Context: an optimization exercise on an open-source flow, tuned for small area, a short achievable clock period and few clock cycles per item. The choices shown serve that exercise and are no tape-out recipe.
Function was checked by simulation only, so behaviour that the tests miss may differ from the original.
Power and IR drop assume default switching activity.

$ cat design/flow/config.mk
export PLATFORM = sky130hd
export DESIGN_NAME = aq_exec
export DESIGN_NICKNAME = aq_exec
export VERILOG_FILES = /design/flow/design.v
export SDC_FILE = /design/flow/constraint.sdc
export NUM_CORES = 4
export LEC_CHECK = 0
export ABC_AREA = 1
export CAP_MARGIN = 20
export CORE_MARGIN = 2
export CORE_UTILIZATION = 40
export SETUP_SLACK_MARGIN = 5
export SLEW_MARGIN = 20
$ cat design/flow/constraint.sdc
create_clock -name core_clock -period 10.0 [get_ports {clk}]
set_input_delay 2.0000 -clock core_clock [delete_from_list [all_inputs] [get_ports {clk}]]
set_output_delay 2.0000 -clock core_clock [all_outputs]
set_load 0.01 [all_outputs]
$ cat design/flow/design.v
module aq_exec (
    input  wire        clk,
    input  wire        rst,
    input  wire        in_valid,
    output wire        in_ready,
    input  wire [31:0] in_insn,
    input  wire [31:0] in_a,       
    input  wire [31:0] in_b,       
    output reg         out_valid,
    input  wire        out_ready,
    output reg  [3:0]  out_rd,
    output reg         out_we,
    output reg  [31:0] out_result,
    output reg  [1:0]  out_fault   
);
    localparam K_ADD = 0, K_SUB = 1, K_XOR = 2, K_OR = 3, K_AND = 4, K_SHR = 5,
               K_SHL = 6, K_LUI = 7, K_MUL = 8, K_DIV = 9;
    integer i;
    wire [5:0]  op   = in_insn[31:26];
    wire [4:0]  rs3  = in_insn[25:21];
    wire [4:0]  rs1  = in_insn[20:16];
    wire [4:0]  rs2  = in_insn[15:11];
    wire [31:0] imm  = {{16{in_insn[15]}}, in_insn[15:0]};
    wire is_rfmt = (op >= 6'd2 && op <= 6'd8) || op == 6'd30 || op == 6'd31;
    wire is_gfmt = (op >= 6'd9 && op <= 6'd13);
    wire is_lui  = (op == 6'd26);
    reg legal;
    always @(*) begin
        if (is_rfmt)      legal = !rs3[4] && !rs1[4] && !rs2[4];
        else if (is_gfmt) legal = !rs3[4] && !rs1[4];
        else if (is_lui)  legal = !rs3[4];
        else              legal = 1'b0;
    end
    wire is_div = (op == 6'd31);
    wire is_mul = (op == 6'd30);
    wire b_zero = (in_b == 32'd0);
    wire [1:0] fault_in = !legal ? 2'd2 : (is_div && b_zero) ? 2'd1 : 2'd0;
    wire [31:0] sa = in_a ^ {32{in_a[31]}};
    wire [31:0] sb = in_b ^ {32{in_b[31]}};
    reg  [5:0]  clz_a, clz_b;
    always @(*) begin
        clz_a = 6'd32;
        for (i = 0; i < 32; i = i + 1) if (sa[i]) clz_a = 6'd31 - i;
        clz_b = 6'd32;
        for (i = 0; i < 32; i = i + 1) if (sb[i]) clz_b = 6'd31 - i;
    end
    wire [6:0]  s_raw = {1'b0, clz_b} - {1'b0, clz_a} + {6'd0, in_a[31]};
    wire [4:0]  dsh   = s_raw[5] ? 5'd31 : s_raw[4:0];
    reg  [31:0] sm_a;
    always @(*) begin
        sm_a = sa;
        for (i = 30; i >= 0; i = i - 1) sm_a[i] = sm_a[i] | sm_a[i+1];
    end
    wire [31:0] lim_a  = in_a[31] ? {sm_a[30:0], 1'b1} : sm_a;
    wire        q_zero = |(sb & ~lim_a);
    wire a7  = (sa[30:7]  == 24'd0), b7  = (sb[30:7]  == 24'd0);
    wire a15 = (sa[30:15] == 16'd0), b15 = (sb[30:15] == 16'd0);
    wire a23 = (sa[30:23] == 8'd0),  b23 = (sb[30:23] == 8'd0);
    wire swap = is_mul && ((a7 && !b7) || (a15 && !b15) || (a23 && !b23));
    wire m_one = swap ? a7 : b7;        
    reg [9:0] kind_in;
    always @(*) begin
        kind_in = 10'd0;
        case (op)
            6'd2, 6'd9:   kind_in[K_ADD] = 1'b1;
            6'd3, 6'd10:  kind_in[K_SUB] = 1'b1;
            6'd4, 6'd11:  kind_in[K_XOR] = 1'b1;
            6'd5, 6'd12:  kind_in[K_OR]  = 1'b1;
            6'd6, 6'd13:  kind_in[K_AND] = 1'b1;
            6'd7:         kind_in[K_SHR] = 1'b1;
            6'd8:         kind_in[K_SHL] = 1'b1;
            6'd26:        kind_in[K_LUI] = 1'b1;
            6'd30:        kind_in[K_MUL] = 1'b1;
            6'd31:        if (!q_zero) kind_in[K_DIV] = 1'b1;  
            default: ;
        endcase
    end
    wire sel_i = is_gfmt;
    wire sel_l = is_lui;
    wire sel_b = !swap && !is_gfmt && !is_lui;
    wire [31:0] a_in = ({32{swap}} & in_b) | ({32{!swap}} & in_a);
    wire [31:0] b_in = ({32{swap}} & in_a) | ({32{sel_i}} & imm) |
                       ({32{sel_l}} & {imm[19:0], 12'd0}) | ({32{sel_b}} & in_b);
    reg        v1;
    reg [9:0]  k1;
    reg [3:0]  rd1;
    reg        we1;
    reg [1:0]  f1;
    reg [31:0] a1;           
    reg [33:0] b1;           
    reg [4:0]  cnt1;         
    reg        ph1;          
    reg        bm1;          
    reg        neg1;         
    reg        bn1;          
    reg        blk1;         
    reg        q2f;          
    reg        v2;
    reg [31:0] x2, y2;
    reg        c2;
    reg [3:0]  rd2;
    reg        we2;
    reg [1:0]  f2;
    wire head_free = !out_valid || out_ready;
    wire s2_go     = v2 && head_free;
    wire s2_free   = q2f || out_ready;
    wire s1_go     = v1 && s2_free;
    assign in_ready = !v1 || (!blk1 && s2_free);
    wire accept    = in_valid && in_ready;
    wire d_last  = (cnt1 == 5'd0);
    wire m_last  = (b1[31:7] == {25{b1[31]}});
    wire s1_last = k1[K_DIV] ? (ph1 && d_last) : k1[K_MUL] ? m_last : 1'b1;
    wire [31:0] a_mag = (a1 ^ {32{a1[31]}}) + {31'd0, a1[31]};
    reg  [31:0] a_rev;
    always @(*) for (i = 0; i < 32; i = i + 1) a_rev[i] = a1[31-i];
    wire        sh_div = k1[K_DIV];
    wire [33:0] sh_src = sh_div ? b1 : {2'b0, k1[K_SHR] ? a_rev : a1};
    wire [4:0]  sh_amt = sh_div ? cnt1 : b1[4:0];
    wire [33:0] sh_out = sh_src << sh_amt;
    reg  [31:0] sh_rev;
    always @(*) for (i = 0; i < 32; i = i + 1) sh_rev[i] = sh_out[31-i];
    wire [33:0] dd   = {2'b0, a1} + b1 + {33'd0, !bn1};
    wire        qb   = !dd[33];
    wire [31:0] rr   = qb ? dd[31:0] : a1;
    wire [31:0] q_nx = {x2[30:0], qb};
    reg  [127:0] ppf;
    reg  [31:0]  ppr;
    reg  [3:0]   bneg;
    reg  [2:0]   bg;
    reg  [32:0]  am;
    always @(*) begin
        for (i = 0; i < 4; i = i + 1) begin
            bg = {b1[2*i+1], b1[2*i], (i == 0) ? bm1 : b1[2*i-1]};
            case (bg)
                3'b001, 3'b010: am = {1'b0, a1};
                3'b011:         am = {a1, 1'b0};
                3'b100:         am = ~{a1, 1'b0};
                3'b101, 3'b110: am = ~{1'b0, a1};
                3'b111:         am = ~33'd0;
                default:        am = 33'd0;
            endcase
            bneg[i] = bg[2];
            ppr = am[31:0] << (2 * i);
            if (i > 0) ppr[2*i-2] = bneg[i-1];
            ppf[32*i +: 32] = ppr;
        end
    end
    function [63:0] csa(input [31:0] x, input [31:0] y, input [31:0] z);
        reg [31:0] s, c;
        begin
            s = x ^ y ^ z;
            c = (x & y) | (x & z) | (y & z);
            csa = {c[30:0], 1'b0, s};
        end
    endfunction
    wire [31:0] xa = ph1 ? x2 : 32'd0;
    wire [31:0] ya = ph1 ? y2 : 32'd0;
    wire [63:0] m1a = csa(ppf[31:0], ppf[63:32], ppf[95:64]);
    wire [63:0] m1b = csa(ppf[127:96], xa, ya);
    wire [63:0] m2a = csa(m1a[31:0], m1a[63:32], m1b[31:0]);
    wire [63:0] m3a = csa(m2a[31:0], m2a[63:32], m1b[63:32]);
    wire [63:0] m4a = csa(m3a[31:0], m3a[63:32], {25'd0, bneg[3], 6'd0});
    reg [31:0] x_nx, y_nx;
    reg        c_nx;
    always @(*) begin
        x_nx = 32'd0; y_nx = 32'd0; c_nx = 1'b0;
        if (k1[K_ADD]) begin x_nx = a1; y_nx = b1[31:0]; end
        if (k1[K_SUB]) begin x_nx = a1; y_nx = ~b1[31:0]; c_nx = 1'b1; end
        if (k1[K_XOR]) x_nx = a1 ^ b1[31:0];
        if (k1[K_OR])  x_nx = a1 | b1[31:0];
        if (k1[K_AND]) x_nx = a1 & b1[31:0];
        if (k1[K_SHR]) x_nx = sh_rev;
        if (k1[K_SHL]) x_nx = sh_out[31:0];
        if (k1[K_LUI]) x_nx = b1[31:0];
        if (k1[K_MUL]) begin x_nx = m4a[31:0]; y_nx = m4a[63:32]; end
        if (k1[K_DIV]) begin
            x_nx = ph1 ? q_nx ^ {32{neg1 & d_last}} : 32'd0;
            c_nx = neg1;
        end
    end
    wire [32:0] sum = {x2, 1'b1} + {y2, c2};
    wire v1_n   = accept || (v1 && !(s1_go && s1_last));
    wire v2_n   = s1_go ? s1_last : (v2 && !s2_go);
    wire v3_n   = head_free ? s2_go : 1'b1;
    reg  blk1_n;
    always @(*) begin
        blk1_n = blk1;
        if (accept)
            blk1_n = kind_in[K_DIV] || (kind_in[K_MUL] && !(a7 || b7));
        else if (s1_go && s1_last)
            blk1_n = 1'b0;
        else if (s1_go && k1[K_DIV])
            blk1_n = ph1 ? (cnt1 != 5'd1) : (cnt1 != 5'd0);
        else if (s1_go && k1[K_MUL])
            blk1_n = !(b1[31:15] == {17{b1[31]}});
    end
    always @(posedge clk) begin
        if (rst) begin
            v1 <= 1'b0; blk1 <= 1'b0; q2f <= 1'b1;
            v2 <= 1'b0;
            out_valid <= 1'b0;
        end else begin
            v1 <= v1_n;
            v2 <= v2_n;
            out_valid <= v3_n;
            blk1 <= blk1_n;
            q2f  <= !v2_n || !v3_n;
        end
    end
    wire en1 = !v1 || s2_free;                  
    wire en3 = head_free;
    wire it1 = v1 && !s1_last;                  
    always @(posedge clk) begin
        if (en3) begin
            out_result <= sum[32:1]; out_rd <= rd2; out_we <= we2; out_fault <= f2;
        end
        if (s2_free) begin
            x2 <= x_nx; y2 <= y_nx; c2 <= c_nx;
            rd2 <= rd1; we2 <= we1; f2 <= f1;
        end
        if (en1) begin
            if (!it1) begin
                k1   <= kind_in;
                rd1  <= rs3[3:0];
                we1  <= (fault_in == 2'd0) && (rs3[3:0] != 4'd0);
                f1   <= fault_in;
                a1   <= a_in;
                b1   <= {{2{b_in[31]}}, b_in};
                cnt1 <= dsh;
                ph1  <= 1'b0;
                bm1  <= 1'b0;
                neg1 <= in_a[31] ^ in_b[31];
                bn1  <= in_b[31];
            end else if (k1[K_DIV] && !ph1) begin
                a1   <= a_mag;
                b1   <= sh_out ^ {34{!bn1}};
                ph1  <= 1'b1;
            end else if (k1[K_DIV]) begin
                a1   <= rr;
                b1   <= {1'b1, b1[33:1]};
                cnt1 <= cnt1 - 5'd1;
            end else begin
                a1   <= {a1[23:0], 8'd0};
                b1   <= {{8{b1[33]}}, b1[33:8]};
                bm1  <= b1[7];
                ph1  <= 1'b1;
            end
        end
    end
endmodule
$ cat design/flow/run.sh
#!/bin/bash
# synth_recipe.tcl (not shown) runs the flow's synth.tcl, then flattens the netlist and writes it again
# the make line also repeats each setting of config.mk as NAME=value (left out here)
make -C /OpenROAD-flow-scripts/flow DESIGN_CONFIG=/design/flow/config.mk WORK_HOME=/design/flow/orfs CLKGATE_MAP_FILE= SYNTH_SCRIPT=/design/flow/synth_recipe.tcl finish
==> results of run 1 <==
-- critical path, stage by stage --
cell,delay [ns]
clkdlybuf4s50_1,0.71
xnor2_2,0.18
inv_1,0.13
nor2_1,0.24
a21oi_1,0.14
o31ai_1,0.24
nand2_1,0.11
nand2_1,0.07
nand2_1,0.04
nand3_1,0.06
nand2_1,0.05
ha_1,0.34
ha_4,0.26
nand3_2,0.07
nand3_2,0.07
nand2_1,0.06
nand2_1,0.06
a21oi_2,0.12
xnor2_1,0.14
xnor2_1,0.18
buf_4,0.16
nand2_1,0.04
nand2_1,0.06
o21ai_1,0.08
-- state kept, by name (all words and copies together) (netlist names), 2 cells and up --
name / cells
f2: 2
cnt1: 5
out_fault: 2
f1: 2
rd1: 4
rd2: 4
k1: 10
a1: 32
x2: 32
out_rd: 4
y2: 32
out_result: 32
b1: 34
-- what timing repair did --
item / in CTS / in global routing
gates resized for setup: 102 / 52
endpoints found under the hold margin: 0 / 0
hold buffers: 0 / 0
cloned: 3 / 4
buffers inserted: 27 / 15
pin swaps: 23 / 30
setup endpoints to repair: 127 / 107
-- stage by stage --
step	power, uW	cells
5_1_grt	8385	5342
4_1_cts	7656	5322
3_3_place_gp	6452	5241
2_1_floorplan	4721	4342
6_report	7760	5344
3_5_place_dp	6486	5241
-- cell families after synthesis --
| family | synth area share |
|---|---|
| buffers and inverters | 0.1213 |
| DFF | 0.2105 |
| AOI/OAI and AO/OA | 0.2308 |
| xor gates and xnor gates | 0.05646 |
| muxes | 0.006122 |
| and+or+nand+nor | 0.2320 |
| adders and majority gates | 0.1428 |
-- final cells by class --
| type | count | area share |
|---|---|---|
| multi-input combinational | 3238 | 0.6048 |
| sequential | 208 | 0.1859 |
| inverter | 630 | 0.07300 |
| timing repair buffer | 253 | 0.07071 |
| tap | 959 | 0.03601 |
| clock buffer | 30 | 0.02189 |
| clock inverter | 21 | 0.006947 |
| timing repair inverter | 3 | 0.0005633 |
| antenna | 2 | 0.0001502 |
-- routing by layer --
layer / global-route usage / vias up / part of all wire
met5: 0 / - / 0.000057
met4: 0.2511 / 2 / 0.086
met3: 0.05898 / 455 / 0.10
met2: 0.5715 / 1926 / 0.44
met1: 0.4486 / 14860 / 0.38
li1: - / 14570 / -
-- power groups by stage --
stage	clock, uW	sequential (uW)	combinational (uW)
finish	1080	1560	5120
detailed placement	0	1570	4910
global route	1120	1580	5680
global placement	0	1570	4880
floorplan	0	1480	3240
CTS	1090	1560	5010
-- how the worst max path moves through the flow --
| stage | endpoint | start | cells past startpoint |
|---|---|---|---|
| CTS | cnt1[3]$_DFFE_PP_ | in_a[31] | 48 |
| floorplan | cnt1[4]$_DFFE_PP_ | in_b[31] | 41 |
| finish | cnt1[1]$_DFFE_PP_ | in_a[15] | 24 |
| detailed placement | cnt1[4]$_DFFE_PP_ | in_a[31] | 47 |
| global route | cnt1[1]$_DFFE_PP_ | in_a[31] | 47 |
| global placement | cnt1[4]$_DFFE_PP_ | in_a[31] | 48 |
-- layout by cell type, fill, tap and decap left out, types with 9 or more instances in the layout --
master	instances
o21ai_2	16
nor4_1	15
a221oi_1	24
buf_6	9
a32oi_1	10
xor2_1	91
o211ai_1	32
o221ai_1	46
clkdlybuf4s50_1	116
nor3_1	27
mux2i_1	18
edfxtp_1	203
buf_4	102
or2_2	11
nand3b_1	59
ha_1	144
nor2_2	21
nand2_1	897
clkinvlp_4	11
nand3_1	141
clkinv_1	19
xnor2_2	12
a31oi_1	25
inv_1	577
o21ai_0	487
nand4_1	26
o22ai_1	37
fa_1	118
inv_2	24
clkbuf_16	29
o31ai_1	53
nor2_1	358
a22oi_1	16
o21ai_1	49
a21oi_1	278
xnor2_1	80
dlygate4sd2_1	10
==> run notes, run 1 <==
P_int=3781 uW; worst path arrival time=5.60 ns; syn nets=4707; R2R Path End=b1[19]$_DFFE_PP_; dominant cells by area after synthesis=edfxtp_1 (21%), nand2_1 (12%), o21ai_0 (8.5%), fa_1 (8.0%), inv_1 (7.5%); total track usage=0.3605; Crit Path Category=input port to register; Longest Clk Path Bufs=3; Yosys warning total=1; FMAX=0.1890 GHz; Net Switching=3979 uW; register area=6196 sq um; leakage power=0.01506 uW; unrepaired setup endpoints after global routing=true; Hold WS=0.4165 ns; Top-Level Pins=141; Synth Area per Inst=6.778 sq um; Post-DP Area=31430 sq um; register share of total power=0.201; DRT Pass-1 Iters=6; R2R Setup Slk=5.04 ns; DP HPWL=105.5 mm; area share of the largest cell type after synthesis=0.2071; Max IR drop VDD=0.0001827 V; DRC viols=0; status=complete, no violations; via count=31810; Crit Path Max Fanout=4; Rows=99; hold path start=we1$_DFFE_PP_; Seq cells post-synth=208; dpl ws=3.306 ns; sequential-to-total area share from yosys stat=0.2105; Synth Flop Type=edfxtp_1; clock group share of total power=0.139; final RePlAce weighted congestion=1.054; Final Cell Area=33320 sq um; Worst setup EP type=register; CTS Buf Count=28; drt wl/cell=26.08 microns; Comb pwr share=0.659; area leader, netlist=edfxtp_1; Switching Share=0.5128; asr flop ratio synth=0; initial antenna violation count=4; filler cell count=7653; nets=4727; critical path required time=10.31 ns; clock latency on the worst-skew pair=0.60 ns; Hold Path Stages=0; Core Util, Final=0.4567; Die Wd=275.2 microns; Final Hold Fails=0; Slew Limit Headroom=0.2594; synth unique cells=81; max cap viols=0; Final WS setup=4.710 ns; CTS tree=yes; post-synthesis cell area=29430 sq um; Setup crit start kind=input port; Post-synth top cells=nand2_1 (902), inv_1 (591), o21ai_0 (502); Die H=275.2 microns; H-tree Lvls=1; clock skew=0.02545 ns; Starting Density=0.4034; R2R cell count=14; post-route ant nets=0; Hold WC Path Type=register to register; DR vias/cell=5.952; Clock Pin Slew Worst Setup and Hold Paths=0.06 ns; I/O Buffers=136; layout cells sized above 1=0.07940; Hold Path End=we2$_DFFE_PN_; WL final=139.4 mm; pwr dens=232.9 nW/um^2; top-count cell post-synth=nand2_1; launch point of the worst reg-to-reg path=b1[28]$_DFFE_PP_; synthesized instance count=4342; minimum clock period after layout=5.290 ns; starting DRC count in detailed routing=4198; worst-margin pin slew=1.096 ns; Core Region=72960 sq um; Final TNS setup=0 ns; die area=75760 sq um; Final Setup Violations=0; CTS Sinks=208; footprint of the multi-input gates=20150 sq um; GRT overflow=0; number of global-route vias before repair=30170; Syn-to-layout area delta=13.23%; Final Max Tran Viols=0; global-route wire length before repair=200.1 mm; pin count of the biggest net entering global routing=81; Post-synth EDFFs=203; Final period util=0.5290; CTS root buffer=clkbuf_16
Testbench counts, summed over its fixed seeds: cycles 24,381, items 16,000.
==> run 2, diff against run 1 <==
--- a/design/flow/design.v
+++ b/design/flow/design.v
@@ -44,8 +44,6 @@
         clz_b = 6'd32;
         for (i = 0; i < 32; i = i + 1) if (sb[i]) clz_b = 6'd31 - i;
     end
-    wire [6:0]  s_raw = {1'b0, clz_b} - {1'b0, clz_a} + {6'd0, in_a[31]};
-    wire [4:0]  dsh   = s_raw[5] ? 5'd31 : s_raw[4:0];
     reg  [31:0] sm_a;
     always @(*) begin
         sm_a = sa;
@@ -89,7 +87,9 @@
     reg [31:0] a1;           
     reg [33:0] b1;           
     reg [4:0]  cnt1;         
+    reg [5:0]  ca1, cb1;     
     reg        ph1;          
+    reg        al1;          
     reg        bm1;          
     reg        neg1;         
     reg        bn1;          
@@ -109,8 +109,10 @@
     wire accept    = in_valid && in_ready;
     wire d_last  = (cnt1 == 5'd0);
     wire m_last  = (b1[31:7] == {25{b1[31]}});
-    wire s1_last = k1[K_DIV] ? (ph1 && d_last) : k1[K_MUL] ? m_last : 1'b1;
+    wire s1_last = k1[K_DIV] ? (al1 && d_last) : k1[K_MUL] ? m_last : 1'b1;
     wire [31:0] a_mag = (a1 ^ {32{a1[31]}}) + {31'd0, a1[31]};
+    wire [6:0]  s_raw = {1'b0, cb1} - {1'b0, ca1} + {6'd0, a1[31]};
+    wire [4:0]  dsh   = s_raw[5] ? 5'd31 : s_raw[4:0];       
     reg  [31:0] a_rev;
     always @(*) for (i = 0; i < 32; i = i + 1) a_rev[i] = a1[31-i];
     wire        sh_div = k1[K_DIV];
@@ -174,7 +176,7 @@
         if (k1[K_LUI]) x_nx = b1[31:0];
         if (k1[K_MUL]) begin x_nx = m4a[31:0]; y_nx = m4a[63:32]; end
         if (k1[K_DIV]) begin
-            x_nx = ph1 ? q_nx ^ {32{neg1 & d_last}} : 32'd0;
+            x_nx = al1 ? q_nx ^ {32{neg1 & d_last}} : 32'd0;
             c_nx = neg1;
         end
     end
@@ -190,7 +192,7 @@
         else if (s1_go && s1_last)
             blk1_n = 1'b0;
         else if (s1_go && k1[K_DIV])
-            blk1_n = ph1 ? (cnt1 != 5'd1) : (cnt1 != 5'd0);
+            blk1_n = !ph1 || (al1 ? (cnt1 != 5'd1) : (cnt1 != 5'd0));
         else if (s1_go && k1[K_MUL])
             blk1_n = !(b1[31:15] == {17{b1[31]}});
     end
@@ -226,15 +228,20 @@
                 f1   <= fault_in;
                 a1   <= a_in;
                 b1   <= {{2{b_in[31]}}, b_in};
-                cnt1 <= dsh;
+                ca1  <= clz_a;
+                cb1  <= clz_b;
                 ph1  <= 1'b0;
+                al1  <= 1'b0;
                 bm1  <= 1'b0;
                 neg1 <= in_a[31] ^ in_b[31];
                 bn1  <= in_b[31];
             end else if (k1[K_DIV] && !ph1) begin
                 a1   <= a_mag;
+                cnt1 <= dsh;
+                ph1  <= 1'b1;
+            end else if (k1[K_DIV] && !al1) begin
                 b1   <= sh_out ^ {34{!bn1}};
-                ph1  <= 1'b1;
+                al1  <= 1'b1;
             end else if (k1[K_DIV]) begin
                 a1   <= rr;
                 b1   <= {1'b1, b1[33:1]};
==> run 2 against run 1 <==
  * Synthesized cell count is 2.5% higher
  * Sequential power is 5% higher
  * Global-route usage is 1.8 points lower
  * Largest power group unchanged
  * Still clean
  * Via count is 1.9% higher
  * Total power is 1.2% lower
  * Cell count is 1.6% higher
  * Core utilization is 0.96 points lower
  * Die area is 2.3% higher
  * Clock power is 9% lower
  * Clock skew is 0.0071 ns higher
==> run notes, run 2 <==
Die Wd=278.4 microns; filler cell count=7804; CTS root buffer=clkbuf_16; Max IR drop VDD=0.0001544 V; critical path, cell by cell=buf_4, clkinv_2, buf_12, nand2_1, o21ai_0, nand2_1, o21ai_1, nand2_1, a31oi_1, o21ai_1, o21ai_1, o21ai_1, a21oi_1, o221ai_1, o21ai_0; clock skew=0.03256 ns; max incr delay on CP=1.10 ns; layout cells sized above 1=0.05676; leakage power=0.01503 uW; unrepaired setup endpoints after global routing=true; max reg flops=34; dominant cells by area after synthesis=edfxtp_1 (22%), nand2_1 (11%), o21ai_0 (8.7%), fa_1 (7.8%), inv_1 (7.8%); hold_buf cts=0; Syn-to-layout area delta=10.56%; CTS Sinks=221; max cap viols=0; initial antenna violation count=3; minimum clock period after layout=5.127 ns; Comb pwr share=0.659; most used cell, CP=o21ai_1; Seq cells post-synth=221; Starting Density=0.4044; syn nets=4814; P_int=3709 uW; Final period util=0.5127; synth unique cells=74; drt wl/cell=25.04 microns; Rows=100; Top-Level Pins=141; starting DRC count in detailed routing=3927; Final Max Tran Viols=0; Core Region=74450 sq um; Crit Path Category=register to register; footprint of the multi-input gates=20000 sq um; Clock Pin Slew Worst Setup and Hold Paths=0.06 ns; Post-synth EDFFs=216; Post-synth top cells=nand2_1 (883), inv_1 (622), o21ai_0 (522); CTS Buf Count=28; global-route wire length before repair=197.3 mm; Final TNS setup=0 ns; post-synthesis cell area=30110 sq um; die area=77480 sq um; Die H=278.4 microns; FMAX=0.1950 GHz; pin count of the biggest net entering global routing=126; DR vias/cell=5.972; Final Hold Fails=0; Crit Path Max Fanout=126; GRT overflow=0; worst path arrival time=5.55 ns; DRC viols=0; worst-path cell with the longest stage delay=o21ai_0; final RePlAce weighted congestion=1.062; clock group share of total power=0.128; most frequent cells in the layout=nand2_1 (882), inv_1 (619), o21ai_0 (510); I/O Buffers=136; Longest Clk Path Bufs=3; pwr dens=230.3 nW/um^2; Final Setup Violations=0; WL final=135.9 mm; number of global-route vias before repair=30290; asr flop ratio synth=0; Net Switching=3958 uW; Hold WS=0.4162 ns; register share of total power=0.214; Setup crit start kind=register; DRT Pass-1 Iters=7; DP HPWL=103.2 mm; CTS tree=yes; register area=6586 sq um; Post-DP Area=32020 sq um; critical path required time=10.43 ns; Synth Flop Type=edfxtp_1; Slew Limit Headroom=0.1060; Yosys warning total=1; Worst setup EP type=register; area leader, netlist=edfxtp_1; total track usage=0.3424; H-tree Lvls=1; commonest non-fill, non-tap cell in the layout=nand2_1; synthesized instance count=4449; sequential-to-total area share from yosys stat=0.2188; Synth Area per Inst=6.767 sq um; R2R Setup Slk=4.87 ns; status=complete, no violations; Top reg by flops=b1; worst-margin pin slew=1.327 ns; Final Cell Area=33290 sq um; area share of the largest cell type after synthesis=0.2154; clock latency on the worst-skew pair=0.60 ns; top-count cell post-synth=nand2_1; post-route ant nets=0; Hold WC Path Type=register to register; Switching Share=0.5162; via count=32410; nets=4801
[run 2: cell type report]
class	instances	share of cell area
Antenna cell	1	0.00007518
Clock buffer	33	0.02161
Clock inverter	18	0.004172
Inverter	659	0.07492
Multi-Input combinational cell	3296	0.6009
Sequential cell	221	0.1979
Tap cell	969	0.03642
Timing Repair Buffer	230	0.06405
[run 2: logic make-up after synthesis]
kind of cell / count (synthesis) / synth area share
mux: 9 / 0.002992
flops: 221 / 0.2188
xor+xnor: 198 / 0.05860
fa+ha+maj: 265 / 0.1396
compound gates: 1218 / 0.2331
simple gates: 1604 / 0.2246
buf+inv: 934 / 0.1224
[run 2: power groups by stage]
stage                     Combinational [uW]  Sequential (uW)  Clock, uW
after floorplan                         3240             1550          0
after global placement                  4830             1660          0
after detailed placement                4880             1660          0
after CTS                               4930             1640        989
after global routing                    5630             1650       1020
final                                   5050             1640        978
[run 2: per-stage QoR]
stage	worst slack [ns]	instances	utilization	total power, uW
floorplan	5.476	4449	-	4788
global placement	3.720	5346	0.4301	6489
detailed placement	3.627	5346	0.4301	6542
CTS	4.960	5399	0.4430	7556
global route	4.971	5426	0.4471	8302
finish	4.873	5427	0.4471	7666
[run 2: repair_timing]
item,4_1_cts,5_1_grt
resized for setup,27,23
endpoints found under the setup margin,171,118
pin swaps,0,1
cloned,0,2
buffers inserted,2,23
[run 2: path summary, 6_finish.rpt]
check,start,to,cells after the start
worst min register to register,rd2[3]$_DFFE_PN_,out_rd[3]$_DFFE_PN_,0
worst min-delay path,rd2[3]$_DFFE_PN_,out_rd[3]$_DFFE_PN_,0
worst max register to register,k1[9]$_DFFE_PP_,x2[6]$_DFFE_PN_,15
worst max-delay path,k1[9]$_DFFE_PP_,x2[6]$_DFFE_PN_,15
[run 2: layer usage]
metal	track usage	vias to the layer above	part of all wire
met5	0	-	0.00015
met4	0.2326	2	0.086
met3	0.06758	484	0.10
met2	0.5262	1880	0.42
met1	0.4346	15220	0.39
li1	-	14830	-
[run 2: critical path, delay by kind of cell (launching register included)]
family / cells / cell delay [ns]
and+or+nand+nor: 3 / 0.49
DFF: 1 / 0.36
AOI/OAI and AO/OA: 9 / 3.21
buffers and inverters: 3 / 0.71
Testbench counts of run 2, summed over its fixed seeds: cycles 24,843, items 16,000.
==> run 3, diff against run 2 <==
==> design/flow/flow/run.sh (new file) <==
#!/bin/bash
set -euo pipefail
bash standard.sh "BUFFER_PORTS_ARGS=-buffer_cell sky130_fd_sc_hd__buf_2" finish > flow_standard.log 2>&1
==> design/flow/standard.sh (new file) <==
#!/bin/bash
# synth_recipe.tcl (not shown) runs the flow's synth.tcl, then flattens the netlist and writes it again
# the make line also repeats each setting of config.mk as NAME=value (left out here)
make -C /OpenROAD-flow-scripts/flow DESIGN_CONFIG=/design/flow/config.mk WORK_HOME=/design/flow/orfs CLKGATE_MAP_FILE= SYNTH_SCRIPT=/design/flow/synth_recipe.tcl "${@:-finish}"
removed: design/flow/run.sh
==> run 3 against run 2 <==
  * Global-route usage rose by 0.28 points
  * Wire length rose by 2.0%
  * Clock power rose by 5%
  * Via count fell by 0.45%
  * Sequential power barely moved
  * Synthesized area did not move
==> run notes, run 3 <==
status=complete, no violations; pin count of the biggest net entering global routing=79; Starting Density=0.4044; nets=4818; leakage power=0.01516 uW; DRC viols=0; clock skew=0.03420 ns; Synth Area per Inst=6.767 sq um; Core Region=74450 sq um; Post-synth EDFFs=216; area leader, netlist=edfxtp_1; Worst setup EP type=register; final RePlAce weighted congestion=1.073; clock group share of total power=0.134; synth unique cells=74; minimum clock period after layout=4.956 ns; commonest non-fill, non-tap cell in the layout=nand2_1; Comb pwr share=0.656; pwr dens=233.6 nW/um^2; P_int=3712 uW; Top reg by flops=b1; Slew Limit Headroom=0.1805; R2R Setup Slk=5.04 ns; filler cell count=7763; Longest Clk Path Bufs=3; asr flop ratio synth=0; Final Hold Fails=0; syn nets=4814; Switching Share=0.5170; Most Crowded Layer GR=met2; max reg flops=34; Final Max Tran Viols=0; GRT overflow=0; Max IR drop VDD=0.0001134 V; Net Switching=3972 uW; Crit Path Max Fanout=16; top-count cell post-synth=nand2_1; CTS tree=yes; starting DRC count in detailed routing=3855; initial antenna violation count=3; die area=77480 sq um; WL final=138.6 mm; Hold Path Stages=0; Syn-to-layout area delta=9.276%; post-route ant nets=0; max cap viols=0; sequential-to-total area share from yosys stat=0.2188; hold_buf cts=0; synthesized instance count=4449; Top-Level Pins=141; area share of the largest cell type after synthesis=0.2154; Hold WC Path Type=register to register; met2 layer usage reported by global route=0.5315; worst path arrival time=5.17 ns; Setup crit start kind=register; total track usage=0.3452; Post-synth top cells=nand2_1 (883), inv_1 (622), o21ai_0 (522); H-tree Lvls=1; Crit Path Category=register to register; most frequent cells in the layout=nand2_1 (882), inv_1 (615), o21ai_0 (511); Seq cells post-synth=221; Final Setup Violations=0; post-synthesis cell area=30110 sq um; R2R cell count=20; Die Wd=278.4 microns; global-route wire length before repair=198.1 mm; met1 Use GR=0.4383; Synth Flop Type=edfxtp_1; dominant cells by area after synthesis=edfxtp_1 (22%), nand2_1 (11%), o21ai_0 (8.7%), fa_1 (7.8%), inv_1 (7.8%); M3 GR Usage=0.06456; clock latency on the worst-skew pair=0.60 ns; via count=32270; Hold WS=0.4165 ns; DR vias/cell=5.930; unrepaired setup endpoints after global routing=true; Yosys warning total=1; number of global-route vias before repair=30020; Clock Pin Slew Worst Setup and Hold Paths=0.07 ns; I/O Buffers=136; register share of total power=0.210; DRT Pass-1 Iters=7; DP HPWL=104.7 mm; FMAX=0.2018 GHz; Rows=100; Die H=278.4 microns; CTS Sinks=221; CTS root buffer=clkbuf_16; layout cells sized above 1=0.09128; Final period util=0.4956; Post-DP Area=31460 sq um; Final Cell Area=32900 sq um; critical path required time=10.22 ns; CTS Buf Count=28; Final TNS setup=0 ns; worst-margin pin slew=1.216 ns; drt wl/cell=25.48 microns
## run 3: logic make-up after synthesis
group           count (synthesis)  share of synthesized area
xor+xnor                      198                    0.05860
buf+inv                       934                     0.1224
compound gates               1218                     0.2331
simple gates                 1604                     0.2246
mux                             9                   0.002992
fa+ha+maj                     265                     0.1396
flops                         221                     0.2188
## run 3: routing by layer
layer | part of all wire | vias up
met2 | 0.43 | 1968
met4 | 0.084 | 4
met5 | 0.00019 | -
li1 | - | 14880
met1 | 0.38 | 14950
met3 | 0.11 | 464
## run 3: final timing paths
check | start | end
hold reg to reg | f1[1]$_DFFE_PP_ | f2[1]$_DFFE_PN_
setup reg to reg | b1[0]$_DFFE_PP_ | a1[30]$_DFFE_PP_
setup / recovery | b1[0]$_DFFE_PP_ | a1[30]$_DFFE_PP_
hold / removal | f1[1]$_DFFE_PP_ | f2[1]$_DFFE_PN_
## run 3: layout make-up
| type | instances | area, sq um | share of cell area |
|---|---|---|---|
| antenna | 2 | 5.005 | 0.0001521 |
| clock buffer | 32 | 737.0 | 0.02240 |
| clock inverter | 15 | 153.9 | 0.004678 |
| inverter | 659 | 2519 | 0.07655 |
| multi-input combinational | 3297 | 20040 | 0.6090 |
| sequential | 221 | 6586 | 0.2002 |
| tap | 969 | 1212 | 0.03685 |
| timing repair buffer | 246 | 1650 | 0.05016 |
## run 3: through the flow
stage / setup WS [ns] / total power [uW] / instances / utilization
final: 5.044 / 7684 / 5441 / 0.4419
after global routing: 4.937 / 8329 / 5439 / 0.4419
after global placement: 3.566 / 6438 / 5362 / 0.4225
after CTS: 5.003 / 7544 / 5414 / 0.4365
after detailed placement: 3.533 / 6472 / 5362 / 0.4225
after floorplan: 5.476 / 4788 / 4449 / -
## run 3: power by group through the flow
| stage | logic, uW | registers [uW] | clock network [uW] |
|---|---|---|---|
| 6_report | 5040 | 1610 | 1030 |
| 5_1_grt | 5630 | 1630 | 1070 |
| 4_1_cts | 4900 | 1610 | 1040 |
| 3_5_place_dp | 4850 | 1620 | 0 |
| 3_3_place_gp | 4820 | 1620 | 0 |
| 2_1_floorplan | 3240 | 1550 | 0 |
## run 3: repair_timing
item,4_1_cts,5_1_grt
pin swaps,2,2
gates cloned,1,5
resized for setup,32,45
endpoints found under the setup margin,146,130
setup buffers,4,19
## run 3: critical path, cell delays in order (launching register included)
cell      delay, ns
edfxtp_1       0.34
buf_4          0.21
inv_1          0.27
fa_1           0.57
nand3b_1       0.19
nand2_1        0.13
nand2_1        0.08
nand2_1        0.07
a21oi_1        0.09
o21ai_1        0.27
a21boi_2       0.16
o21bai_2       0.30
nand3_1        0.12
nand2_1        0.31
nand3_1        0.12
o211ai_1       0.25
nand2_1        0.15
nand2_1        0.10
nand2_1        0.07
nand2_1        0.22
a31o_2         0.52
==> run 4, diff against run 3 <==
==> design/flow/flow/run.sh (replaced) <==
#!/bin/bash
set -euo pipefail
bash standard.sh "BUFFER_PORTS_ARGS=-buffer_cell sky130_fd_sc_hd__buf_2" SETUP_SLACK_MARGIN=5.4 finish > flow_standard.log 2>&1
==> run 4 against run 3 <==
  * Synthesized cell count unchanged
  * Clock skew is 0.012 ns lower
  * Core utilization increased by 1.4 points
  * Via count grew 1.9%
  * Largest power group unchanged
  * Wire length grew 3.3%
  * Clock power hardly changed
  * Critical endpoint is now x2[9]$_DFFE_PN_
==> run notes, run 4 <==
pwr dens=231.6 nW/um^2; Hold WC Path Type=register to register; Setup crit start kind=register; via count=32890; worst-path cell with the longest stage delay=edfxtp_1; worst path arrival time=4.91 ns; clock skew=0.02197 ns; Starting Density=0.4044; FMAX=0.2174 GHz; Slew Limit Headroom=0.2837; H-tree Lvls=1; most frequent cells in the layout=nand2_1 (880), inv_1 (611), o21ai_0 (502); Crit Path Category=register to register; Die H=278.4 microns; CTS Sinks=221; area share of the largest cell type after synthesis=0.2154; CTS Buf Count=28; initial antenna violation count=2; die area=77480 sq um; Antenna Cells=0; final RePlAce weighted congestion=1.073; max cap viols=0; synth unique cells=74; post-synthesis cell area=30110 sq um; Clock Pin Slew Worst Setup and Hold Paths=0.07 ns; Final Hold Fails=0; max incr delay on CP=0.54 ns; CTS tree=yes; Longest Clk Path Bufs=3; Rows=100; WL final=143.2 mm; status=complete, no violations; Syn-to-layout area delta=12.83%; leakage power=0.01565 uW; Crit path max-delay family=adder cells; number of global-route vias before repair=30460; Top reg by flops=b1; Synth Flop Type=edfxtp_1; total power=7867 uW; sequential-to-total area share from yosys stat=0.2188; I/O Buffers=136; DRT Pass-1 Iters=6; GRT overflow=0; minimum clock period after layout=4.600 ns; clock latency on the worst-skew pair=0.59 ns; asr flop ratio synth=0; Top-Level Pins=141; dominant cells by area after synthesis=edfxtp_1 (22%), nand2_1 (11%), o21ai_0 (8.7%), fa_1 (7.8%), inv_1 (7.8%); Yosys warning total=1; nets=4884; Worst setup EP type=register; drt wl/cell=26.01 microns; DP HPWL=104.7 mm; Final TNS setup=0 ns; top-count cell post-synth=nand2_1; worst-margin pin slew=1.067 ns; DRC viols=0; commonest non-fill, non-tap cell in the layout=nand2_1; Final WS setup=5.400 ns; Final Setup Violations=0; Seq cells post-synth=221; Core Region=74450 sq um; critical path required time=10.31 ns; area leader, netlist=edfxtp_1; critical path, cell by cell=buf_4, inv_1, o21ai_0, o21ai_0, inv_1, fa_1, fa_1, inv_1, fa_1, inv_1, ha_1, o221ai_2, o21ai_0; unrepaired setup endpoints after global routing=true; WP buf/inv=5; Crit Path Max Fanout=19; Post-synth EDFFs=216; post-route ant nets=0; pin count of the biggest net entering global routing=79; Hold WS=0.4149 ns; DR vias/cell=5.975; Max IR drop VDD=0.0001149 V; Final Max Tran Viols=0; syn nets=4814; Post-synth top cells=nand2_1 (883), inv_1 (622), o21ai_0 (522); max reg flops=34; global-route wire length before repair=203.2 mm; Die Wd=278.4 microns; Synth Area per Inst=6.767 sq um; CTS root buffer=clkbuf_16; synthesized instance count=4449; starting DRC count in detailed routing=4230; most used cell, CP=inv_1; dpl ws=3.533 ns; layout cells sized above 1=0.1140; total track usage=0.3560; Final period util=0.4600
-- run 4: cell types whose count changed in the layout (fill, tap and decap cells not counted), sizes merged --
cell      delta
a31o         +1
buf         +53
bufbuf       +5
clkbuf       +5
clkinvlp     +5
diode        -2
inv          -5
nand2        +2
-- run 4: layout make-up --
class,instances,area (sq um)
Fill cell,7660,40480
Multi-Input combinational cell,3300,20300
Sequential cell,221,6586
Inverter,659,2557
Timing Repair Buffer,309,2426
Tap cell,969,1212
Clock buffer,32,737.0
Clock inverter,15,153.9
-- run 4: report_power, final --
group          leakage, uW  internal, uW  switching, uW
clock network     0.000436           598            427
registers          0.00238          1370            234
logic               0.0128          1840           3400
total               0.0156          3810           4060
-- run 4: repair_timing --
item,in CTS,in global routing
endpoints found under the hold margin,0,0
setup buffers,22,54
hold buffers,0,0
cloned,11,8
pin swaps,9,21
gates resized for setup,81,76
endpoints found under the setup margin,180,143
-- run 4: final timing paths --
| path | start | to | slack, ns | depth (start not counted) |
|---|---|---|---|---|
| max reg2reg | bm1$_SDFFCE_PN0P_ | x2[9]$_DFFE_PN_ | 5.40 | 13 |
| min | f1[1]$_DFFE_PP_ | f2[1]$_DFFE_PN_ | 0.41 | 0 |
| max | bm1$_SDFFCE_PN0P_ | x2[9]$_DFFE_PN_ | 5.40 | 13 |
| min reg2reg | f1[1]$_DFFE_PP_ | f2[1]$_DFFE_PN_ | 0.41 | 0 |
-- run 4: routing by layer --
metal / track usage / share of wire
met5: 0 / 0.000091
met1: 0.4478 / 0.37
met3: 0.07211 / 0.11
met2: 0.5494 / 0.42
met4: 0.2442 / 0.090
-- run 4: worst register-to-register path, delay by kind of cell (launching register included) --
kind                       cells  cell delay, ns
adders and majority gates      4            1.60
AOI/OAI and AO/OA              4            1.10
buffers and inverters          5            1.07
DFF                            1            0.54
-- run 4: metrics by stage --
step / cells / cell area, sq um / util
after global placement: 5362 / 31460 / 0.4225
after detailed placement: 5362 / 31460 / 0.4225
after global routing: 5505 / 33970 / 0.4563
final: 5505 / 33970 / 0.4563
after CTS: 5442 / 33070 / 0.4442
after floorplan: 4449 / 30110 / -
-- run 4: cell families (layout without fill, tap and decap cells) --
group / after synthesis / after routing / synth area share
AND/OR/NAND/NOR: 1604 / 1607 / 0.2246
AO/OA/AOI/OAI: 1218 / 1221 / 0.2331
buffers and inverters: 934 / 1015 / 0.1224
adder cells (fa/ha/maj): 265 / 265 / 0.1396
flip-flops: 221 / 221 / 0.2188
XOR/XNOR: 198 / 198 / 0.05860
multiplexers: 9 / 9 / 0.002992
==> run 5, diff against run 4 <==
--- a/design/flow/design.v
+++ b/design/flow/design.v
@@ -90,6 +90,7 @@
     reg [5:0]  ca1, cb1;     
     reg        ph1;          
     reg        al1;          
+    reg        shd1;         
     reg        bm1;          
     reg        neg1;         
     reg        bn1;          
@@ -115,7 +116,7 @@
     wire [4:0]  dsh   = s_raw[5] ? 5'd31 : s_raw[4:0];       
     reg  [31:0] a_rev;
     always @(*) for (i = 0; i < 32; i = i + 1) a_rev[i] = a1[31-i];
-    wire        sh_div = k1[K_DIV];
+    wire        sh_div = shd1;
     wire [33:0] sh_src = sh_div ? b1 : {2'b0, k1[K_SHR] ? a_rev : a1};
     wire [4:0]  sh_amt = sh_div ? cnt1 : b1[4:0];
     wire [33:0] sh_out = sh_src << sh_amt;
@@ -232,6 +233,7 @@
                 cb1  <= clz_b;
                 ph1  <= 1'b0;
                 al1  <= 1'b0;
+                shd1 <= 1'b0;
                 bm1  <= 1'b0;
                 neg1 <= in_a[31] ^ in_b[31];
                 bn1  <= in_b[31];
@@ -239,9 +241,11 @@
                 a1   <= a_mag;
                 cnt1 <= dsh;
                 ph1  <= 1'b1;
+                shd1 <= 1'b1;
             end else if (k1[K_DIV] && !al1) begin
                 b1   <= sh_out ^ {34{!bn1}};
                 al1  <= 1'b1;
+                shd1 <= 1'b0;
             end else if (k1[K_DIV]) begin
                 a1   <= rr;
                 b1   <= {1'b1, b1[33:1]};
==> design/flow/flow/run.sh (replaced) <==
#!/bin/bash
set -euo pipefail
MARGIN=5.8
bash standard.sh "BUFFER_PORTS_ARGS=-buffer_cell sky130_fd_sc_hd__buf_2" \
    SETUP_SLACK_MARGIN=$MARGIN finish > flow_standard.log 2>&1
==> run 5 against run 4 <==
  * First-iteration DRC count is 7.1% higher
  * Highest routed layer unchanged
  * Clock skew down 0.0086 ns
  * Cell count is 2.3% higher
  * Fmax increased by 4.2%
==> run notes, run 5 <==
status=complete, no violations; via count=34070; Synth Flop Type=edfxtp_1; R2R Setup Slk=5.62 ns; DP HPWL=106.7 mm; number of global-route vias before repair=31100; top-count cell post-synth=nand2_1; Rows=100; CTS tree=yes; Hold Path Stages=0; Final Cell Area=36750 sq um; Hold WC Path Type=register to register; drt wl/cell=26.60 microns; Top-Level Pins=141; M3 GR Usage=0.08225; Post-DP Area=31770 sq um; worst-margin pin slew=1.104 ns; Die Wd=278.9 microns; clock skew=0.01341 ns; Crit Path Category=input port to register; DR vias/cell=6.051; hold path start=we2$_DFFE_PN_; Worst setup EP type=register; Setup crit start kind=input port; Post-synth top cells=nand2_1 (908), inv_1 (616), o21ai_0 (500); Final WS setup=5.586 ns; Hold Path End=out_we$_DFFE_PN_; Synth Area per Inst=6.818 sq um; Final period util=0.4414; post-route ant nets=0; CTS Sinks=222; asr flop ratio synth=0; max cap viols=0; starting DRC count in detailed routing=4531; launch point of the worst reg-to-reg path=b1[3]$_DFFE_PP_; Clock Pin Slew Worst Setup and Hold Paths=0.06 ns; Most Crowded Layer GR=met2; Starting Density=0.4053; Yosys warning total=1; CTS root buffer=clkbuf_16; final RePlAce weighted congestion=1.091; commonest non-fill, non-tap cell in the layout=nand2_1; Post-synth EDFFs=217; die area=77770 sq um; most frequent cells in the layout=nand2_1 (862), inv_1 (594), o21ai_0 (456); initial antenna violation count=6; Final Setup Violations=0; Final Hold Fails=0; global-route wire length before repair=209.5 mm; total track usage=0.3669; Top reg by flops=b1; H-tree Lvls=1; dominant cells by area after synthesis=edfxtp_1 (22%), nand2_1 (11%), o21ai_0 (8.3%), fa_1 (7.8%), inv_1 (7.7%); layout cells sized above 1=0.1816; minimum clock period after layout=4.414 ns; Seq cells post-synth=222; I/O Buffers=136; area leader, netlist=edfxtp_1; worst path arrival time=4.71 ns; post-synthesis cell area=30220 sq um; CTS Buf Count=27; synth unique cells=80; Longest Clk Path Bufs=3; Max IR drop VDD=0.0001247 V; Final TNS setup=0 ns; GRT overflow=0; R2R Path End=x2[31]$_DFFE_PN_; pwr dens=220.1 nW/um^2; synthesized instance count=4433; syn nets=4798; Crit Path Max Fanout=17; clock latency on the worst-skew pair=0.57 ns; FMAX=0.2265 GHz; Syn-to-layout area delta=21.60%; dpl ws=3.757 ns; Final Max Tran Viols=0; DRC viols=0; max reg flops=34; hold_buf cts=0; DRT Pass-1 Iters=9; met1 Use GR=0.4621; area share of the largest cell type after synthesis=0.2156; leakage power=0.01687 uW; nets=5003; total power=8089 uW; Core Region=74570 sq um; Die H=278.9 microns; sequential-to-total area share from yosys stat=0.2189; pin count of the biggest net entering global routing=77; WL final=149.8 mm; met2 layer usage reported by global route=0.5628; critical path required time=10.30 ns; R2R cell count=23; unrepaired setup endpoints after global routing=true; Slew Limit Headroom=0.2635
==> run 5: cell type report <==
type | count | area [sq um]
Antenna cell | 3 | 7.507
Clock buffer | 29 | 683.2
Clock inverter | 20 | 165.2
Fill cell | 7368 | 37820
Inverter | 656 | 2567
Multi-Input combinational cell | 3302 | 21840
Sequential cell | 222 | 6616
Tap cell | 969 | 1212
Timing Repair Buffer | 428 | 3647
Timing Repair inverter | 1 | 8.758
==> run 5: cells by family after synthesis <==
group | share of synthesized area
xor gates and xnor gates | 0.05817
DFF | 0.2189
adders and majority gates | 0.1390
buffers and inverters | 0.1203
AOI/OAI and AO/OA | 0.2256
and+or+nand+nor | 0.2320
muxes | 0.005961
==> run 5: worst max-delay path, cell delays in order <==
cell	delay, ns
buf_12	0.12
bufbuf_16	0.31
xnor2_1	0.43
nand4_1	0.21
nor2_2	0.14
inv_2	0.05
nor2_1	0.09
inv_1	0.08
o21ai_2	0.15
or2_4	0.26
buf_12	0.19
nand2_8	0.10
o211ai_1	0.42
nand3_1	0.12
==> run 5: how the worst max path moves through the flow <==
stage | start | end | cells after the start
floorplan | in_b[31] | b1[26]$_DFFE_PP_ | 23
global placement | in_a[31] | a1[15]$_DFFE_PP_ | 18
detailed placement | in_a[31] | a1[15]$_DFFE_PP_ | 18
CTS | out_ready | in_ready | 4
global route | b1[1]$_DFFE_PP_ | x2[31]$_DFFE_PN_ | 20
finish | in_b[31] | a1[21]$_DFFE_PP_ | 14
==> run 5: routing by layer <==
layer / up-vias / wire length (microns) / part of all wire
li1: 15280 / - / -
met1: 15980 / 56440 / 0.38
met2: 2179 / 64130 / 0.43
met3: 627 / 16470 / 0.11
met4: 4 / 12670 / 0.085
met5: - / 54 / 0.00036
==> run 5: timing repair <==
item                                    4_1_cts  5_1_grt
setup buffers                               134       67
resized for setup                           208      255
pin swaps                                    69       71
cloned                                       19        6
endpoints found under the setup margin      199      153
==> run 5: per-stage QoR <==
| step | hold WS [ns] | instances | util |
|---|---|---|---|
| finish | 0.4172 | 5630 | 0.4928 |
| global route | 0.4239 | 5628 | 0.4928 |
| CTS | 0.4166 | 5554 | 0.4701 |
| detailed placement | 0.4045 | 5352 | 0.4261 |
| global placement | 0.4007 | 5352 | 0.4261 |
| floorplan | 0.4003 | 4433 | - |
==> run 5: report_power, final <==
group	internal, uW	switching [uW]
logic	1980	3520
registers	1380	230
clock network	546	436
Testbench counts of run 5, summed over its fixed seeds: cycles 24,843, items 16,000.
==> run 6, diff against run 5 <==
--- a/design/flow/design.v
+++ b/design/flow/design.v
@@ -44,13 +44,6 @@
         clz_b = 6'd32;
         for (i = 0; i < 32; i = i + 1) if (sb[i]) clz_b = 6'd31 - i;
     end
-    reg  [31:0] sm_a;
-    always @(*) begin
-        sm_a = sa;
-        for (i = 30; i >= 0; i = i - 1) sm_a[i] = sm_a[i] | sm_a[i+1];
-    end
-    wire [31:0] lim_a  = in_a[31] ? {sm_a[30:0], 1'b1} : sm_a;
-    wire        q_zero = |(sb & ~lim_a);
     wire a7  = (sa[30:7]  == 24'd0), b7  = (sb[30:7]  == 24'd0);
     wire a15 = (sa[30:15] == 16'd0), b15 = (sb[30:15] == 16'd0);
     wire a23 = (sa[30:23] == 8'd0),  b23 = (sb[30:23] == 8'd0);
@@ -69,7 +62,7 @@
             6'd8:         kind_in[K_SHL] = 1'b1;
             6'd26:        kind_in[K_LUI] = 1'b1;
             6'd30:        kind_in[K_MUL] = 1'b1;
-            6'd31:        if (!q_zero) kind_in[K_DIV] = 1'b1;  
+            6'd31:        kind_in[K_DIV] = 1'b1;
             default: ;
         endcase
     end
@@ -106,11 +99,13 @@
     wire s2_go     = v2 && head_free;
     wire s2_free   = q2f || out_ready;
     wire s1_go     = v1 && s2_free;
+    wire [6:0]  n_one = {1'b0, cb1} + {6'd0, a1[31]} + 7'd1;
+    wire        qz1   = !ph1 && (n_one <= {1'b0, ca1});
     assign in_ready = !v1 || (!blk1 && s2_free);
     wire accept    = in_valid && in_ready;
     wire d_last  = (cnt1 == 5'd0);
     wire m_last  = (b1[31:7] == {25{b1[31]}});
-    wire s1_last = k1[K_DIV] ? (al1 && d_last) : k1[K_MUL] ? m_last : 1'b1;
+    wire s1_last = k1[K_DIV] ? ((al1 && d_last) || qz1) : k1[K_MUL] ? m_last : 1'b1;
     wire [31:0] a_mag = (a1 ^ {32{a1[31]}}) + {31'd0, a1[31]};
     wire [6:0]  s_raw = {1'b0, cb1} - {1'b0, ca1} + {6'd0, a1[31]};
     wire [4:0]  dsh   = s_raw[5] ? 5'd31 : s_raw[4:0];       
@@ -178,7 +173,7 @@
         if (k1[K_MUL]) begin x_nx = m4a[31:0]; y_nx = m4a[63:32]; end
         if (k1[K_DIV]) begin
             x_nx = al1 ? q_nx ^ {32{neg1 & d_last}} : 32'd0;
-            c_nx = neg1;
+            c_nx = al1 && neg1;
         end
     end
     wire [32:0] sum = {x2, 1'b1} + {y2, c2};
==> design/flow/flow/run.sh (replaced) <==
#!/bin/bash
set -euo pipefail
MARGIN=5.7
bash standard.sh "BUFFER_PORTS_ARGS=-buffer_cell sky130_fd_sc_hd__buf_2" \
    SETUP_SLACK_MARGIN=$MARGIN finish > flow_standard.log 2>&1
==> run 6 against run 5 <==
  * Clock skew is 0.0053 ns higher
  * Die area is 2.6% lower
  * Combinational power is 4.2% lower
  * Sequential power hardly changed
  * Global-route usage is 0.77 points lower
  * Critical path type is now input port to primary output
  * Still clean
  * Total power is 1.7% lower
  * Critical path depth is 10 lower
  * Clock-buffer cell count is 2 higher
==> run notes, run 6 <==
number of global-route vias before repair=29860; DRC viols=0; Slew Limit Headroom=0.2240; max cap viols=0; asr flop ratio synth=0; worst-margin pin slew=1.164 ns; CP Launch Point=out_ready; post-route met1 wirelength=53.20 mm; register area=6616 sq um; CTS Buf Count=28; critical path, cell by cell=buf_8, nor2_4, o21ai_2, buf_2; CTS tree=yes; die area=75730 sq um; Syn-to-layout area delta=13.98%; worst-path cell with the longest stage delay=buf_2; Final TNS setup=0 ns; Post-synth top cells=nand2_1 (897), inv_1 (578), o21ai_0 (507); worst path arrival time=2.41 ns; Synth Area per Inst=6.880 sq um; synthesized instance count=4276; GRT overflow=0; layout cells sized above 1=0.1171; Clock Pin Slew Worst Setup and Hold Paths=0.06 ns; Hold WS=0.4162 ns; nets=4725; initial antenna violation count=7; Top reg by flops=b1; Seq cells post-synth=222; Worst setup EP type=primary output; Die H=275.2 microns; Antenna Cells=0; Starting Density=0.4039; Final WS setup=5.594 ns; final RePlAce weighted congestion=1.037; dpl ws=3.879 ns; Yosys warning total=1; Rows=99; clock skew=0.01869 ns; DRT Pass-1 Iters=8; total track usage=0.3592; clock latency on the worst-skew pair=0.60 ns; DP HPWL=103.6 mm; R2R Setup Slk=5.68 ns; minimum clock period after layout=4.406 ns; pwr dens=237.1 nW/um^2; commonest non-fill, non-tap cell in the layout=nand2_1; most frequent cells in the layout=nand2_1 (892), inv_1 (569), o21ai_0 (487); starting DRC count in detailed routing=4191; filler cell count=7629; Final Max Tran Viols=0; hold_buf cts=0; Crit Path Max Fanout=2; drt wl/cell=26.42 microns; top-count cell post-synth=nand2_1; Core Region=72830 sq um; Die Wd=275.2 microns; area leader, netlist=edfxtp_1; Synth Flop Type=edfxtp_1; status=complete, no violations; non-filler cells, final=5332; Final Setup Violations=0; launch point of the worst reg-to-reg path=b1[5]$_DFFE_PP_; syn nets=4649; synth unique cells=69; Longest Clk Path Bufs=3; CTS root buffer=clkbuf_16; I/O Buffers=136; DR vias/cell=5.994; max incr delay on CP=0.14 ns; dominant cells by area after synthesis=edfxtp_1 (22%), nand2_1 (11%), o21ai_0 (8.6%), fa_1 (8.0%), inv_1 (7.4%); area share of the largest cell type after synthesis=0.2215; Final period util=0.4406; crit path to=in_ready; Final Cell Area=33530 sq um; R2R Path End=x2[22]$_DFFE_PN_; global-route wire length before repair=199.3 mm; Cells after DPL=5182; H-tree Lvls=1; FMAX=0.2270 GHz; post-route ant nets=0; pin count of the biggest net entering global routing=78; Hold WC Path Type=register to register; Top-Level Pins=141; footprint of the multi-input gates=20140 sq um; Hold Path Stages=0; WL met2=60.11 mm; Max IR drop VDD=0.0001699 V; post-synthesis cell area=29420 sq um; unrepaired setup endpoints after global routing=true; Post-DP Area=30830 sq um; Crit Path Category=input port to primary output; max reg flops=34; R2R cell count=14; CTS Sinks=222; critical path required time=8.00 ns; Post-synth EDFFs=217; Setup crit start kind=input port; sequential-to-total area share from yosys stat=0.2249; WL final=140.9 mm; DR top layer=met5; via count=31960; Final Hold Fails=0; wire length on met3=15.84 mm; leakage power=0.01544 uW
run 6: cell types whose count changed after synthesis, moves of 14 or more:
cell and change:
o21ai_1 -21, nor2_1 -54, inv_1 -38, nand3b_1 -27, clkbuf_1 +14, xnor2_1 +39
o211ai_1 -14
run 6: area by class of cell:
cell class,count,area share
Clock inverter,20,0.006754
Sequential cell,222,0.1973
Inverter,603,0.07007
Tap cell,959,0.03578
Timing Repair Buffer,297,0.06765
Multi-Input combinational cell,3197,0.6005
Timing Repair inverter,3,0.0007090
Clock buffer,31,0.02123
run 6: how the worst min path moves through the flow:
stage / from / endpoint
6_report: f1[1]$_DFFE_PP_ / f2[1]$_DFFE_PN_
4_1_cts: we2$_DFFE_PN_ / out_we$_DFFE_PN_
2_1_floorplan: f1[0]$_DFFE_PP_ / f2[0]$_DFFE_PN_
3_5_place_dp: f1[1]$_DFFE_PP_ / f2[1]$_DFFE_PN_
5_1_grt: rd2[1]$_DFFE_PN_ / out_rd[1]$_DFFE_PN_
3_3_place_gp: rd2[1]$_DFFE_PN_ / out_rd[1]$_DFFE_PN_
run 6: per-stage QoR:
stage            util  power [uW]
2_1_floorplan       -        4768
3_3_place_gp   0.4233        6482
3_5_place_dp   0.4233        6520
4_1_cts        0.4465        7681
5_1_grt        0.4604        8563
6_report       0.4604        7951
run 6: per-layer routing:
layer	GRT usage	vias up
li1	-	14480
met3	0.08205	544
met1	0.4521	14870
met5	0	-
met2	0.5579	2057
met4	0.2229	6
run 6: power breakdown:
part	switching [uW]	total, uW	leakage, uW	internal (uW)
Combinational	3450	5270	0.0126	1820
Sequential	246	1620	0.00239	1370
Clock	449	1070	0.000456	619
run 6: worst max-delay path: cells and delay by family:
kind / cells / cell delay [ns]
AND/OR/NAND/NOR: 1 / 0.09
buffers and inverters: 2 / 0.24
AO/OA/AOI/OAI: 1 / 0.07
run 6: timing repair:
action / 4_1_cts / 5_1_grt
pin swaps: 8 / 20
setup endpoints to repair: 197 / 163
cloned: 9 / 7
buffers inserted: 29 / 54
resized for setup: 101 / 103
run 6: kinds of logic after synthesis:
logic type	share of synthesized area
adder cells (fa/ha/maj)	0.1462
multiplexers	0.008847
buffers and inverters	0.1141
XOR/XNOR	0.06656
AO/OA/AOI/OAI	0.2253
flip-flops	0.2249
AND/OR/NAND/NOR	0.2141
Testbench counts of run 6, summed over its fixed seeds: cycles 25,180, items 16,000.

==> separate check: timing with driven ports <==
Ports are ideal in the flow. The routed layouts listed here were re-timed in OpenROAD. Step 1 sets driving cells, clkbuf_16 on the clock port and buf_2 on the other inputs (assumed; they add their load-dependent delay and slew). Step 2 times the ports against the registers' clock, not the clock port: input delays grow and output delays shrink by t, the midpoint of the rising clock arrivals with the driver on. Three values: ideal, step 1, step 2; two values: the first two.
| run | t (ns) | setup slack, ns | worst hold slack (ns) | worst setup path at the end | worst data-port slew with drivers (ns) |
|---|---|---|---|---|---|
| run 1 | 0.649 | 4.710 / 4.748 / 4.099 | 0.417 / 0.417 / 0.417 | input to register | 0.07 |
| run 2 | 0.656 | 4.873 / 4.873 / 4.482 | 0.416 / 0.416 / 0.416 | input to register | 0.05 |
| run 3 | 0.651 | 5.044 / 5.044 / 4.590 | 0.417 / 0.417 / 0.417 | input to register | 0.06 |
| run 4 | 0.649 | 5.400 / 5.400 / 4.897 | 0.415 / 0.415 / 0.415 | input to register | 0.08 |
| run 5 | 0.629 | 5.586 / 5.536 / 4.974 | 0.417 / 0.417 / 0.417 | input to register | 0.06 |
| run 6 | 0.665 | 5.594 / 5.556 / 5.100 | 0.416 / 0.416 / 0.416 | input to register | 0.14 |
After both steps every run listed still meets setup and hold. The setup slack of run 5, which loses most, moves by -0.050 ns with the drivers and by -0.612 ns with both steps.
